This design comes from an exercise in tuning for small area, a short achievable clock period and few clock cycles on the open sky130 flow, not from production work.
In this exercise RTL edits were held to simulation tests only and were not proved equivalent to the original.
Power is estimated from default activity; no workload was simulated.

==> run a: inputs <==
## bkt_tape
module bkt_tape (
    input  wire        clk,
    input  wire        rst,            
    input  wire        cmd_valid,
    output wire        cmd_ready,
    input  wire [31:0] cmd_data,
    output reg         rsp_valid,
    output reg  [2:0]  rsp_code,
    output reg  [31:0] rsp_data,
    output reg         rsp_byte_valid,
    output reg  [1:0]  rsp_byte_seg,
    output reg  [7:0]  rsp_byte
);
    localparam [2:0] R_OK = 3'd0, R_ILLEGAL = 3'd1, R_BADARG = 3'd2,
                     R_SEQ = 3'd3, R_FATAL = 3'd4;
    localparam [3:0] PH_IDLE = 4'd0, PH_FIND_PILOT = 4'd1, PH_PILOT_FOUND = 4'd2,
                     PH_PILOT_FOUND2 = 4'd3, PH_HEADER_MARKER = 4'd4,
                     PH_READ_HEADER = 4'd5, PH_BODY_MARKER = 4'd6, PH_READ_DATA = 4'd7,
                     PH_CKSUM = 4'd8, PH_END_TRAILER = 4'd9, PH_DONE = 4'd10,
                     PH_FATAL = 4'd15;
    localparam [2:0] E_CALIBRATION = 3'd1, E_MARKER = 3'd2, E_BIT_TIMING = 3'd3,
                     E_PROTOCOL = 3'd4, E_TRUNCATED = 3'd5;
    localparam [2:0] MS_NONE = 3'd0, MS_LEAD = 3'd1, MS_MID = 3'd2, MS_FINAL = 3'd3,
                     MS_SYNC1 = 3'd4, MS_SYNC0 = 3'd5;
    localparam [3:0] C_NOP = 4'd0, C_RESET = 4'd1, C_RDREG = 4'd2, C_WRCFG = 4'd3,
                     C_START = 4'd4, C_PULSE = 4'd5, C_END = 4'd6, C_CINIT = 4'd7,
  ...
export LEC_CHECK = 0
export CAP_MARGIN = 20
export CORE_MARGIN = 2
export CORE_UTILIZATION = 50
export PLACE_DENSITY = 0.62
export SLEW_MARGIN = 20
export SETUP_SLACK_MARGIN = 10.5
create_clock -name core_clock -period 15.0 [get_ports {clk}]
standard.sh (not shown) runs the stock make flow with config.mk's settings and CLKGATE_MAP_FILE= SYNTH_SCRIPT=/design/flow/synth_recipe.tcl, a recipe that flattens the netlist after the stock synthesis.
==> flow/flow/run.sh <==
#!/bin/bash
# Layout flow: the standard flow (standard.sh, unchanged synthesis, floorplan,
# placement, CTS, routing) with a larger setup-slack margin for its timing-repair
# steps, so that repair keeps shortening paths below the design's period. The
# constraints (constraint.sdc, period) are not touched.
set -e
sed -i '/SETUP_SLACK_MARGIN/d' config.mk
echo 'export SETUP_SLACK_MARGIN = 10.5' >> config.mk
bash standard.sh > standard.log 2>&1
==> run b: changes against run a <==
--- a/flow/design.v
+++ b/flow/design.v
@@ -88,59 +88,43 @@
     reg        ir_v;
     reg [31:0] ir;
     reg        ex_v;
     reg [23:0] ex;            
     reg [3:0]  ex_c;          
     reg        ex_wbad;       
     reg        pb_one, pb_guard, pb_long, pb_lead, pb_cert, pb_pz;
     reg        rdy;
-    reg        rst_r;
     assign cmd_ready = rdy;
     function [31:0] inc32(input [31:0] x);
         integer i, d;
         reg [31:0] a, n;
         begin
             a = x;
             for (d = 1; d < 32; d = d * 2) begin
                 n = a;
                 for (i = 0; i < 32; i = i + 1)
                     if ((i / d) % 2 == 1) n[i] = a[i] & a[(i / d) * d - 1];
                 a = n;
             end
             inc32 = x ^ {a[30:0], 1'b1};
         end
     endfunction
     function [15:0] inc16(input [15:0] x);
-        reg [31:0] w;
+        integer i; reg c;
         begin
-            w = inc32({16'd0, x});
-            inc16 = w[15:0];
+            c = 1'b1;
+            for (i = 0; i < 16; i = i + 1) begin inc16[i] = x[i] ^ c; c = c & x[i]; end
         end
     endfunction
     function [15:0] dec16(input [15:0] x);
-        dec16 = ~inc16(~x);
-    endfunction
-    function [15:0] eac16(input [15:0] a, input [15:0] b);
-        integer i, d;
-        reg [15:0] g, q, gn, qn, c;
+        integer i; reg b;
         begin
-            g = a & b;
-            q = a | b;
-            for (d = 1; d < 16; d = d * 2) begin
-                gn = g; qn = q;
-                for (i = 0; i < 16; i = i + 1)
-                    if ((i / d) % 2 == 1) begin
-                        gn[i] = g[i] | (q[i] & g[(i / d) * d - 1]);
-                        qn[i] = q[i] & q[(i / d) * d - 1];
-                    end
-                g = gn; q = qn;
-            end
-            c = {g[14:0] | (q[14:0] & {15{g[15]}}), g[15]};
-            eac16 = a ^ b ^ c;
+            b = 1'b1;
+            for (i = 0; i < 16; i = i + 1) begin dec16[i] = x[i] ^ b; b = b & !x[i]; end
         end
     endfunction
     wire [23:0] p    = ex[23:0];
     wire [7:0]  b8   = ex[7:0];
     wire [15:0] w16  = ex[15:0];
     wire        i_rn   = ir[23:0] != 24'd0;
     wire        i_rb8  = ir[23:8] != 16'd0;
     wire        i_rw16 = ir[23:16] != 8'd0;
@@ -164,63 +148,28 @@
             8'h43: i_code = i_rw16 ? C_ILL : C_ACHECK;
             default: i_code = C_ILL;
         endcase
     end
     wire        i_wbad = ir[23:16] > 8'd6 || (ir[23:16] <= 8'd1 && ir[15:0] == 16'd0) ||
                          (ir[23:16] == 8'd5 && ir[15:0] > 16'd1);
     reg         run;            
     wire [23:0] p_t  = run ? ir[23:0] : ex[23:0];
-    function [35:0] csa_s(input [35:0] a, input [35:0] b, input [35:0] c);
-        csa_s = a ^ b ^ c;
-    endfunction
-    function [35:0] csa_c(input [35:0] a, input [35:0] b, input [35:0] c);
-        csa_c = {((a & b) | (a & c) | (b & c)), 1'b0};
-    endfunction
-    function sign36(input [35:0] a, input [35:0] b, input cin);
-        integer i, lvl, n;
-        reg [35:0] g, q, g2, q2;
-        begin
-            g = a & b;
-            q = a | b;
-            g[0] = g[0] | (q[0] & cin);
-            g[35] = 1'b0; q[35] = 1'b0;
-            n = 35;
-            for (lvl = 0; lvl < 6; lvl = lvl + 1) begin
-                g2 = 36'd0; q2 = 36'd0;
-                for (i = 0; i < 18; i = i + 1) begin
-                    if (2 * i + 1 < n) begin
-                        g2[i] = g[2*i+1] | (q[2*i+1] & g[2*i]);
-                        q2[i] = q[2*i+1] & q[2*i];
-                    end else if (2 * i < n) begin
-                        g2[i] = g[2*i];
-                        q2[i] = q[2*i];
-                    end
-                end
-                g = g2; q = q2; n = (n + 1) / 2;
-            end
-            sign36 = a[35] ^ b[35] ^ g[0];
-        end
-    endfunction
-    wire [35:0] p200a = {5'd0, p_t, 7'd0};
-    wire [35:0] p200b = {6'd0, p_t, 6'd0};
-    wire [35:0] p200c = {9'd0, p_t, 3'd0};
-    wire [35:0] p200s = csa_s(p200a, p200b, p200c);
-    wire [35:0] p200k = csa_c(p200a, p200b, p200c);
-    wire [35:0] nl7   = ~{3'd0, l7};
-    wire [35:0] nrem  = ~{3'd0, rem};
-    wire        t_long  = !sign36(csa_s(p200s, p200k, nl7),  csa_c(p200s, p200k, nl7),  1'b1);
-    wire        t_lead  = !sign36(csa_s(p200s, p200k, nrem), csa_c(p200s, p200k, nrem), 1'b1);
-    wire [35:0] g_r1  = {4'd0, p_t, 8'd0} | 36'd2;
-    wire [35:0] g_r2  = ~{10'd0, p_t, 2'd0};
-    wire [35:0] g_r3  = ~{11'd0, p_t, 1'd0};
-    wire [35:0] g_s1  = csa_s(g_r1, g_r2, g_r3);
-    wire [35:0] g_c1  = csa_c(g_r1, g_r2, g_r3);
-    wire        t_guard = !sign36(csa_s(g_s1, g_c1, nl7), csa_c(g_s1, g_c1, nl7), 1'b0);
+    wire [31:0] c2a = {1'b0, p_t, 7'd0};
+    wire [31:0] c2b = {2'd0, p_t, 6'd0};
+    wire [31:0] c2c = {5'd0, p_t, 3'd0};
+    wire [31:0] p200s = c2a ^ c2b ^ c2c;
+    wire [31:0] p200c = (c2a & c2b) | (c2a & c2c) | (c2b & c2c);
+    wire [35:0] v_long  = {4'd0, p200s} + {3'd0, p200c, 1'b0} - {3'd0, l7};
+    wire [35:0] v_lead  = {4'd0, p200s} + {3'd0, p200c, 1'b0} - {3'd0, rem};
+    wire [35:0] v_guard = {4'd0, p_t, 8'd0} - {10'd0, p_t, 2'd0} - {11'd0, p_t, 1'd0} - {3'd0, l7} - 36'd1;
     wire        t_one   = {1'b0, p_t} > tp_cut;
+    wire        t_guard = !v_guard[35];
+    wire        t_long  = !v_long[35];
+    wire        t_lead  = !v_lead[35];
     wire        pn_hi    = |tp_pn[31:9];
     wire [8:0]  pn_lo    = tp_pn[8:0];
     wire        pn_ge199 = pn_hi || pn_lo >= 9'd199;
     wire        pn_ge200 = pn_hi || pn_lo >= 9'd200;
     wire        pn_ge447 = pn_hi || pn_lo >= 9'd447;
     wire        pn_ge448 = pn_hi || pn_lo >= 9'd448;
     wire        t_cert = {2'd0, p_t} <= tp_ps[32:7];
     wire        cand = pn_ge200 && !(!pn_ge448 && pb_cert);
@@ -239,18 +188,20 @@
     wire [24:0] ps_lo    = {1'b0, tp_ps[23:0]} + {1'b0, p};
     wire [31:0] ps_hi_n  = ps_lo[24] ? inc32(tp_ps[55:24]) : tp_ps[55:24];
     wire [31:0] cut_inc_w = inc32({7'd0, tp_cut});
     wire [24:0] cut_inc   = cut_inc_w[24:0];
     wire [15:0] crc_byte_out, crc_mark_out;
     bkt_crc8 u_crc_byte (.crc_in(crc),      .data(b8), .crc_out(crc_byte_out));
     bkt_crc8 u_crc_mark (.crc_in(16'hCDB4), .data(b8), .crc_out(crc_mark_out));
     wire [15:0] add_v   = (ex_c == C_ABYTE) ? {8'd0, b8} : w16;
-    wire [15:0] add_r   = eac16(sum, add_v);
-    wire [15:0] tsum_r  = eac16(tp_sum, {8'd0, acc_next});
+    wire [16:0] add_t   = {1'b0, sum} + {1'b0, add_v};
+    wire [15:0] add_r   = add_t[15:0] + {15'd0, add_t[16]};
+    wire [16:0] tsum_b  = {1'b0, tp_sum} + {9'd0, acc_next};
+    wire [15:0] tsum_r  = tsum_b[15:0] + {15'd0, tsum_b[16]};
     reg         sa_div_r, sa_zero_r, sa_cin_r, sa_bit_r;
     wire        a_div   = sa_div_r;
     wire        h_first = sa_zero_r;
     wire        h_bit   = sa_bit_r;
     wire        h_cin   = sa_cin_r;
     wire [33:0] sa_a    = h_first ? 34'd0 : {rem, a_div ? tp_l0h[30] : 1'b0};
     wire [33:0] sa_b    = a_div ? ~{1'b0, tp_pn, 1'b0} : (h_bit ? {3'd0, tp_l0h} : 34'd0);
     wire [34:0] sa_s    = {1'b0, sa_a} + {1'b0, sa_b} + {34'd0, a_div | h_cin};
@@ -270,30 +221,30 @@
     end
     wire        rem_zero = rem == 33'd0;
     wire        tie_f2   = tieflag;
     reg         s125_in;
     wire [7:0]  s125_t  = {c125, s125_in};
     wire        s125_ge = s125_t >= 8'd125;
     wire [6:0]  s125_r  = s125_ge ? s125_t - 8'd125 : s125_t[6:0];
     wire [3:0]  ch      = (cnt[3:1] == 3'b111) ? 4'd0 : tp_ps[3:0];
-    reg  [3:0]  pn_nib_r;
-    function [3:0] nib8(input [31:0] x, input [2:0] k);
-        case (k)
-            3'd0: nib8 = x[3:0];
-            3'd1: nib8 = x[7:4];
-            3'd2: nib8 = x[11:8];
-            3'd3: nib8 = x[15:12];
-            3'd4: nib8 = x[19:16];
-            3'd5: nib8 = x[23:20];
-            3'd6: nib8 = x[27:24];
-            default: nib8 = x[31:28];
+    reg  [3:0]  pn_nib;
+    always @* begin
+        case (cnt[2:0])
+            3'd0: pn_nib = tp_pn[3:0];
+            3'd1: pn_nib = tp_pn[7:4];
+            3'd2: pn_nib = tp_pn[11:8];
+            3'd3: pn_nib = tp_pn[15:12];
+            3'd4: pn_nib = tp_pn[19:16];
+            3'd5: pn_nib = tp_pn[23:20];
+            3'd6: pn_nib = tp_pn[27:24];
+            default: pn_nib = tp_pn[31:28];
         endcase
-    endfunction
-    wire [3:0]  pn_nib = (xmode || cnt[3]) ? 4'd0 : pn_nib_r;
+        if (xmode || cnt[3]) pn_nib = 4'd0;
+    end
     wire [11:0] ch_mul  = xmode ? ({5'd0, ch, 3'd0} - {8'd0, ch})
                                 : ({1'b0, ch, 7'd0} + {2'b0, ch, 6'd0} + {5'd0, ch, 3'd0});
     wire [11:0] ch_t    = ch_mul + {8'd0, pn_nib} + {4'd0, ccarry};
     wire [7:0]  ri = ex[7:0];
     wire        rg1 = ri[7:5] == 3'b000 && ri[4];           
     wire        rg2 = ri[7:3] == 5'b00100;                   
     wire        rg7 = ri[7:3] == 5'b01110;                   
     wire        rs_10 = rg1 && ri[3:0] == 4'h0;
@@ -404,18 +355,18 @@
         mode_n   = mode;
         cnt_n    = cnt;
         mk_start = 1'b0;
         rsp_byte_valid <= 1'b0;
         rsp_byte       <= acc_next;
         rsp_byte_seg   <= (tp_phase == PH_READ_HEADER) ? 2'd0 :
                           (tp_phase == PH_READ_DATA) ? 2'd1 : 2'd2;
         begin
-            if (run) begin
-              if (ex_v) begin
+            case (mode)
+            M_RUN: if (ex_v) begin
                 consume = 1'b1;
                 case (ex_c)
                 C_NOP: begin rv = 1'b1; end
                 C_RESET: begin
                     full_reset;
                     rv = 1'b1;
                 end
                 C_RDREG:
@@ -636,18 +587,17 @@
                 C_ACHECK: begin rv = 1'b1; rdt = {31'd0, sum == w16}; end
                 default:
                     begin rv = 1'b1; rc = R_ILLEGAL; end
                 endcase
                 if (mk_start) begin
                     mode_n = M_MP;
                     cnt_n    = top_new;
                 end
-              end
-            end else case (mode)
+            end
             M_CHUNK: begin
                 ccarry <= ch_t[11:4];
                 {rem, tp_l0h} <= {ch_t[3:0], rem, tp_l0h[30:4]};
                 if (cnt[3:1] != 3'b111) tp_ps <= {tp_ps[3:0], tp_ps[55:4]};
                 cnt_n = cnt + 5'd1;
                 if (cnt[3:0] == 4'd15) begin
                     mode_n = M_DIV;
                     cnt_n    = 5'd0;
@@ -740,54 +690,54 @@
                 rem <= h_acc;
                 cnt_n = cnt - 5'd1;
                 if (cnt == 5'd0) mode_n = M_REF;
             end
             M_REF: mode_n = M_RUN;
             default: mode_n = M_RUN;
             endcase
         end
-        if (rst_r) full_reset;
-        if (rst) mode_n = M_RUN;
-        rst_r <= rst;
+        if (rst) begin
+            full_reset;
+            mode_n = M_RUN;
+        end
         mode <= mode_n;
         cnt  <= cnt_n;
-        pn_nib_r <= nib8(tp_pn, cnt_n[2:0]);
         sa_div_r  <= mode_n == M_DIV;
         sa_zero_r <= (mode_n == M_HA && cnt_n == 5'd0) || mode_n == M_F3 ||
                      (mode_n == M_MP && mode != M_MP);
         sa_cin_r  <= mode_n == M_HA && cnt_n == 5'd0;
         sa_bit_r  <= (mode_n == M_MP && mode == M_MP) ? mk_k[cnt - 5'd1] : 1'b1;
         run  <= rst || mode_n == M_RUN;
         if (!run) begin
             pb_one   <= t_one;
             pb_guard <= t_guard;
             pb_long  <= t_long;
             pb_lead  <= t_lead;
         end
         rsp_valid <= rv && !rst;
         rsp_code  <= rc;
         rsp_data  <= rdt;
-        xfer = run && ir_v && (!ex_v || consume);
+        xfer = (mode == M_RUN) && ir_v && (!ex_v || consume);
         if (cmd_valid && rdy) ir <= cmd_data;
         if (xfer) begin
             ex       <= ir[23:0];
             ex_c     <= i_code;
             ex_wbad  <= i_wbad;
             pb_one   <= t_one;
             pb_guard <= t_guard;
             pb_long  <= t_long;
             pb_lead  <= t_lead;
             pb_cert  <= t_cert;
             pb_pz    <= ir[23:0] == 24'd0;
         end
         if (rst) begin
             ir_v <= 1'b0;
             ex_v <= 1'b0;
-            rdy  <= 1'b0;
+            rdy  <= 1'b1;
         end else begin
             if (cmd_valid && rdy) begin
                 ir_v <= 1'b1;
             end else if (xfer) begin
                 ir_v <= 1'b0;
             end
             if (xfer)         ex_v <= 1'b1;
             else if (consume) ex_v <= 1'b0;
- CORE_UTILIZATION: 50 -> 55
- PLACE_DENSITY: 0.62 -> 0.65
==> run c: changes against run a <==
--- a/flow/design.v
+++ b/flow/design.v
@@ -745,17 +745,17 @@
             default: mode_n = M_RUN;
             endcase
         end
         if (rst_r) full_reset;
         if (rst) mode_n = M_RUN;
         rst_r <= rst;
         mode <= mode_n;
         cnt  <= cnt_n;
-        pn_nib_r <= nib8(tp_pn, cnt_n[2:0]);
+        pn_nib_r <= nib8(tp_pn, (mode == M_CHUNK) ? cnt[2:0] + 3'd1 : 3'd0);
         sa_div_r  <= mode_n == M_DIV;
         sa_zero_r <= (mode_n == M_HA && cnt_n == 5'd0) || mode_n == M_F3 ||
                      (mode_n == M_MP && mode != M_MP);
         sa_cin_r  <= mode_n == M_HA && cnt_n == 5'd0;
         sa_bit_r  <= (mode_n == M_MP && mode == M_MP) ? mk_k[cnt - 5'd1] : 1'b1;
         run  <= rst || mode_n == M_RUN;
         if (!run) begin
             pb_one   <= t_one;
==> flow/flow/run.sh (replaced) <==
#!/bin/bash
# Layout flow: the standard flow (standard.sh, unchanged synthesis, floorplan,
# placement, CTS, routing) with a larger setup-slack margin for its timing-repair
# steps, so that repair keeps shortening paths below the design's period. The
# constraints (constraint.sdc, period) are not touched.
set -e
sed -i '/SETUP_SLACK_MARGIN/d' config.mk
echo 'export SETUP_SLACK_MARGIN = 11.0' >> config.mk
bash standard.sh > standard.log 2>&1
- SETUP_SLACK_MARGIN: 10.5 -> 11.0
==> results by group <==
Final layout
  • Footprint of the multi-input gates: about 0.031 mm²

STA
  • Clock Skew: 0.0282 ns
  • Hold_ws: about 0.45 ns

Synthesis
  • Cell variety after synth: about 110
  • Synth Area in Simple Gates: 0.205

Power and ir drop
  • Flop+latch power: 2.20 mW

Worst setup path
  • CP max stage delay: roughly 0.62 ns
  • Reg-to-reg critical path endpoint: rsp_data[2]
  • Setup crit start: ex[2]

Status
  • Status: no timing/DRC/antenna violations

Placed design
  • Detail Placement HPWL: 167000 µm

GRT
  • GR peak layer: met2

Detailed routing
  • Met2 wire len: a little under 90000 µm
[end of results for run a]
==> results by group <==
Detailed routing
  • Met2 wire len: 88600 µm

Synthesis
  • Cell variety after synth: 98
  • Synth Area in Simple Gates: 0.202

STA
  • Clock Skew: about 0.045 ns

Worst setup path
  • CP max stage delay: 0.45 ns
  • Setup crit start: run
  • Reg-to-reg critical path endpoint: pb_lead

GRT
  • GR peak layer: met2
  • Total GRT Usage: 0.467

Status
  • Status: no timing/DRC/antenna violations

Final layout
  • Footprint of the multi-input gates: 0.0318 mm²
[end of results for run b]
==> results by group <==
Status
  • Status: no timing/DRC/antenna violations

Worst setup path
  • Crit-path slowest cell: fa_1
  • Reg-to-reg critical path endpoint: pb_long
  • CP max stage delay: 0.53 ns
  • Setup crit start: run

Synthesis
  • Synth Area in Simple Gates: 0.194
  • Cell variety after synth: between 90 and 100

STA
  • RSZ-0062 raised after global routing: yes

Detailed routing
  • Met2 wire len: just over 90000 µm
  • Met3 wire length: about 38000 µm

Floorplanning
  • Initial core utilization: 0.506

Final layout
  • Footprint of the multi-input gates: about 0.031 mm²

Power and ir drop
  • Flop+latch power: approximately 2.5 mW

GRT
  • GR peak layer: met1
[end of results for run c]
Testbench counts of run a, summed over its fixed seeds: cycles 63,850.
Testbench counts of run b, summed over its fixed seeds: cycles 63,850.
Testbench counts of run c, summed over its fixed seeds: cycles 63,850.

## static timing again, ports no longer ideal
Ports are ideal in the flow. The routed layouts listed here were re-timed in OpenROAD. Step 1 assumes that a clkbuf_16 drives the clock port and a buf_2 every other input. Step 2, shift: input delay + t, output delay - t, t = (earliest + latest rising clock arrival at the registers) / 2. This alone moves slack from input paths to output paths. Slacks: ideal ports / drivers / drivers and shift; pairs: ideal ports / drivers.
| run | shift t [ns] | setup slack, ns | clock arrival spread, ns | worst slew at a driven data input, ns |
|---|---|---|---|---|
| run a | 0.745 | 10.473 / 10.473 / 9.949 | 0.029 / 0.028 | 0.06 |
| run b | 0.754 | 9.630 / 9.630 / 9.630 | 0.045 / 0.045 | 0.06 |
| run c | 0.746 | 10.552 / 10.552 / 10.318 | 0.030 / 0.030 | 0.04 |
After both steps setup and hold are still met in every run listed. The setup slack of run a, which loses most, moves by 0.000 ns with the drivers and by -0.524 ns with both steps.
